Source: an optimization exercise on an open RTL-to-GDS flow (aim: small area). Production flows keep margins and buffers that such runs may drop. Function was checked by simulation only, so behaviour that the tests miss may differ from the original. Power is estimated from default activity; no workload was simulated.

## v40
Design mse_core, start of the top module:
module mse_core (
    input  wire        clk,
    input  wire        rst,
    input  wire        cmd_valid,
    output wire        cmd_ready,
    input  wire [31:0] cmd,
    output wire        rsp_valid,
    output wire [15:0] rsp,
    output wire        rsp_err
);
    function automatic [21:0] radd(input [21:0] a, input [21:0] b, input ci);
        logic c;
        c = ci;
        for (int i = 0; i < 22; i++) begin
            radd[i] = a[i] ^ b[i] ^ c;
            c = (a[i] & b[i]) | (c & (a[i] ^ b[i]));
        end
    endfunction
    function automatic logic uge(input [15:0] a, input [15:0] b);
        logic c;
        c = 1'b1;
        for (int i = 0; i < 16; i++)
            c = (a[i] & ~b[i]) | (c & ~(a[i] ^ b[i]));
        uge = c;
    endfunction
    function automatic [3:0] inc4(input [3:0] a);
        inc4 = radd({18'd0, a}, 22'd0, 1'b1);
    endfunction
    function automatic [3:0] dec4(input [3:0] a);
        dec4 = radd({18'd0, a}, {18'd0, 4'hF}, 1'b0);
    endfunction
    localparam [3:0] OP_INIT = 4'h1, OP_SETFN = 4'h2, OP_SETMODE = 4'h3,
                     OP_SETPAR = 4'h4, OP_CPYPAR = 4'h5, OP_PROC = 4'h6,
                     OP_BUF = 4'h7, OP_CFG = 4'h8, OP_QNT = 4'h9,
                     OP_LEDF = 4'hA, OP_LEDN = 4'hB;
    localparam [2:0] RT_ZERO = 3'd0, RT_ERR = 3'd1, RT_QNT = 3'd2, RT_LEDF = 3'd3,
                     RT_LEDN = 3'd4, RT_PROC = 3'd5;
    logic [15:0][15:0] r;         
    logic [3:0]        ph;        
  ...
==> flow/config.mk <==
export PLATFORM = sky130hd
export DESIGN_NAME = mse_core
export DESIGN_NICKNAME = mse_core
export VERILOG_FILES = /design/flow/design.v
export SDC_FILE = /design/flow/constraint.sdc
export NUM_CORES = 4
export LEC_CHECK = 0
export ABC_AREA = 1
export CAP_MARGIN = 0
export CORE_MARGIN = 2
export CORE_UTILIZATION = 45
export CTS_BUF_LIST = sky130_fd_sc_hd__clkbuf_8
export CTS_CLUSTER_DIAMETER = 60
export CTS_CLUSTER_SIZE = 16
export PLACE_DENSITY = 0.6
export SLEW_MARGIN = 0
==> flow/constraint.sdc <==
create_clock -name core_clock -period 40.0 [get_ports {clk}]
set_input_delay 8.0000 -clock core_clock [delete_from_list [all_inputs] [get_ports {clk}]]
set_output_delay 8.0000 -clock core_clock [all_outputs]
set_load 0.01 [all_outputs]
standard.sh (not shown) runs the stock make flow with config.mk's settings and CLKGATE_MAP_FILE= SYNTH_SCRIPT=/design/flow/synth_recipe.tcl, a recipe that flattens the netlist after the stock synthesis.
==> flow/flow/run.sh <==
#!/bin/bash
# The standard layout (standard.sh), with three changes in how it is made:
#  - ABC maps the logic for area with amap (flow/abc_area.script replaces ORFS's area script;
#    registers are untouched, so they keep the standard synthesis's names and cells);
#  - CTS without dummy loads, clustered onto clkbuf_8 leaf buffers;
#  - port buffers made with the smallest buffer.
# Every ORFS step writes its own log under orfs/logs; make's output goes to flow_make.log.
set -euo pipefail
rm -rf scripts_local
cp -r "$FLOW_HOME/scripts" scripts_local
cp flow/abc_area.script scripts_local/abc_area.script
export SCRIPTS_DIR="$PWD/scripts_local"
export CTS_ARGS="-sink_clustering_enable -repair_clock_nets -dont_use_dummy_load -buf_list sky130_fd_sc_hd__clkbuf_8 -sink_clustering_size 16 -sink_clustering_max_diameter 60"
export BUFFER_PORTS_ARGS="-buffer_cell sky130_fd_sc_hd__buf_1"
bash standard.sh > flow_make.log 2>&1
==> flow/flow/abc_area.script <==
strash
dch
amap
strash
dch
amap
### v40 -> v46
- a deleted CTS_CLUSTER_SIZE that had been 16
- a change of CAP_MARGIN from 0 to 10
- a change of SLEW_MARGIN from 0 to 10
- a deleted CTS_BUF_LIST that had been sky130_fd_sc_hd__clkbuf_8
- a change of CORE_UTILIZATION from 45 to 65
- a change of PLACE_DENSITY from 0.6 to 0.8
- a deleted CTS_CLUSTER_DIAMETER that had been 60
--- a/flow/flow/run.sh
+++ b/flow/flow/run.sh
@@ -4,3 +4,3 @@
 #    registers are untouched, so they keep the standard synthesis's names and cells);
-#  - CTS without dummy loads, clustered onto clkbuf_8 leaf buffers;
+#  - CTS without dummy loads, clustered onto clkbuf_4 leaf buffers;
 #  - port buffers made with the smallest buffer.
@@ -12,3 +12,3 @@
 export SCRIPTS_DIR="$PWD/scripts_local"
-export CTS_ARGS="-sink_clustering_enable -repair_clock_nets -dont_use_dummy_load -buf_list sky130_fd_sc_hd__clkbuf_8 -sink_clustering_size 16 -sink_clustering_max_diameter 60"
+export CTS_ARGS="-sink_clustering_enable -repair_clock_nets -dont_use_dummy_load -buf_list sky130_fd_sc_hd__clkbuf_4 -sink_clustering_size 12 -sink_clustering_max_diameter 35"
 export BUFFER_PORTS_ARGS="-buffer_cell sky130_fd_sc_hd__buf_1"
==> flow/flow/abc_area.script <==
strash
dch
amap
strash
dch
amap
strash
dch
amap
==> comparison <==
- Per the comparison of v46 with v40, synthesized cell count now larger, all-layer global routing usage now larger.
- v46: inverter count about 8% above v40
- Against v40 as the reference, v46 delivers a lower final area.
- From v40 to v46 the numbers moved as follows: clock skew +0.025 ns; synthesized area ~0 delta.
Edits applied to the flow inputs when going from v46 to v23:
- swapping 65 for 55 in CORE_UTILIZATION
- swapping 0.8 for 0.7 in PLACE_DENSITY
--- a/flow/flow/run.sh
+++ b/flow/flow/run.sh
@@ -4,3 +4,3 @@
 #    registers are untouched, so they keep the standard synthesis's names and cells);
-#  - CTS without dummy loads, clustered onto clkbuf_4 leaf buffers;
+#  - CTS without dummy loads, clustered onto clkbuf_8 leaf buffers;
 #  - port buffers made with the smallest buffer.
@@ -12,3 +12,3 @@
 export SCRIPTS_DIR="$PWD/scripts_local"
-export CTS_ARGS="-sink_clustering_enable -repair_clock_nets -dont_use_dummy_load -buf_list sky130_fd_sc_hd__clkbuf_4 -sink_clustering_size 12 -sink_clustering_max_diameter 35"
+export CTS_ARGS="-sink_clustering_enable -repair_clock_nets -dont_use_dummy_load -buf_list sky130_fd_sc_hd__clkbuf_8 -sink_clustering_size 16 -sink_clustering_max_diameter 60"
 export BUFFER_PORTS_ARGS="-buffer_cell sky130_fd_sc_hd__buf_1"
==> flow/flow/abc_area.script <==
strash
dch
amap
strash
dch
amap
[summary]
- v23 has completed all stages; timing, DRC and antenna checks passed.
- The cell area after synthesis was comparable across v23 and v46.
- Compared v23 vs v46, and worst-path maximum fanout is up in v23.
- Taking v46 as the reference, in v23 setup slack of the critical path after layout saw a decrease, count of pins on the block boundary neither gained nor lost much, proportion of cell area occupied by registers down 0.45 points, routed wire length -about 3.3%.


mse_core again, from the RTL that the note above started with.
Settings: LEC_CHECK=0, ABC_AREA=1, CAP_MARGIN=10, CORE_MARGIN=2, CORE_UTILIZATION=55, PLACE_DENSITY=0.7, SLEW_MARGIN=10; clock period 40.0 ns.
==> flow/flow/run.sh <==
#!/bin/bash
# The standard layout (standard.sh), with three changes in how it is made:
#  - ABC maps the logic for area with amap (flow/abc_area.script replaces ORFS's area script;
#    registers are untouched, so they keep the standard synthesis's names and cells);
#  - CTS without dummy loads, clustered onto clkbuf_4 leaf buffers;
#  - port buffers made with the smallest buffer.
# Every ORFS step writes its own log under orfs/logs; make's output goes to flow_make.log.
set -euo pipefail
rm -rf scripts_local
cp -r "$FLOW_HOME/scripts" scripts_local
cp flow/abc_area.script scripts_local/abc_area.script
export SCRIPTS_DIR="$PWD/scripts_local"
export CTS_ARGS="-sink_clustering_enable -repair_clock_nets -dont_use_dummy_load -buf_list sky130_fd_sc_hd__clkbuf_4 -sink_clustering_size 10 -sink_clustering_max_diameter 40"
export BUFFER_PORTS_ARGS="-buffer_cell sky130_fd_sc_hd__buf_1"
bash standard.sh > flow_make.log 2>&1
==> flow/flow/abc_area.script <==
strash
dch
amap
strash
dch
amap
strash
dch
amap
Change:
--- a/flow/flow/run.sh
+++ b/flow/flow/run.sh
@@ -12,3 +12,3 @@
 export SCRIPTS_DIR="$PWD/scripts_local"
-export CTS_ARGS="-sink_clustering_enable -repair_clock_nets -dont_use_dummy_load -buf_list sky130_fd_sc_hd__clkbuf_4 -sink_clustering_size 10 -sink_clustering_max_diameter 40"
+export CTS_ARGS="-sink_clustering_enable -repair_clock_nets -dont_use_dummy_load -buf_list sky130_fd_sc_hd__clkbuf_4 -sink_clustering_size 12 -sink_clustering_max_diameter 35"
 export BUFFER_PORTS_ARGS="-buffer_cell sky130_fd_sc_hd__buf_1"
The changed run produced a clean layout. Sequential cell count is unchanged. Routed wire length decreases by 0.30%. Design area barely changes. Clock skew increases by 0.024 ns. Area after synthesis is unchanged. Worst setup slack improved by 0.0073 ns. Clock power barely changes. Power is about the same. Global-route usage decreases by 0.23 points. Register-to-register slack improved by 0.03 ns.

[port drivers added, routing unchanged]
How much do the figures lean on ideal ports? The routed layouts below were timed once more, with nothing changed but the port constraints. Step 1 assumes that a clkbuf_16 drives the clock port and a buf_2 every other input. Step 2 moves the port delays by t, midway between the first and last clock arrival at a register: inputs arrive t later, outputs are due t later. That takes back most of the time a late clock gives input paths. a / b / c = ideal ports / drivers / drivers and shift; a / b = the first two.
run | t (ns) | setup slack, ns | hold slack, ns | worst register clock-pin slew, ns
v40 | 0.652 | 2.436 / 2.379 / 3.032 | 0.312 / 0.312 / 0.312 | 0.10 / 0.10
v46 | 0.783 | 2.167 / 2.113 / 2.897 | 0.287 / 0.287 / 0.287 | 0.12 / 0.12
v23 | 0.634 | 1.843 / 1.790 / 2.424 | 0.303 / 0.303 / 0.303 | 0.11 / 0.11
the first run of note 2 | 0.820 | 2.165 / 2.114 / 2.934 | 0.282 / 0.282 / 0.282 | 0.11 / 0.11
the second run of note 2 | 0.829 | 2.173 / 2.121 / 2.950 | 0.264 / 0.264 / 0.264 | 0.11 / 0.11
After both steps every run listed still meets setup and hold.
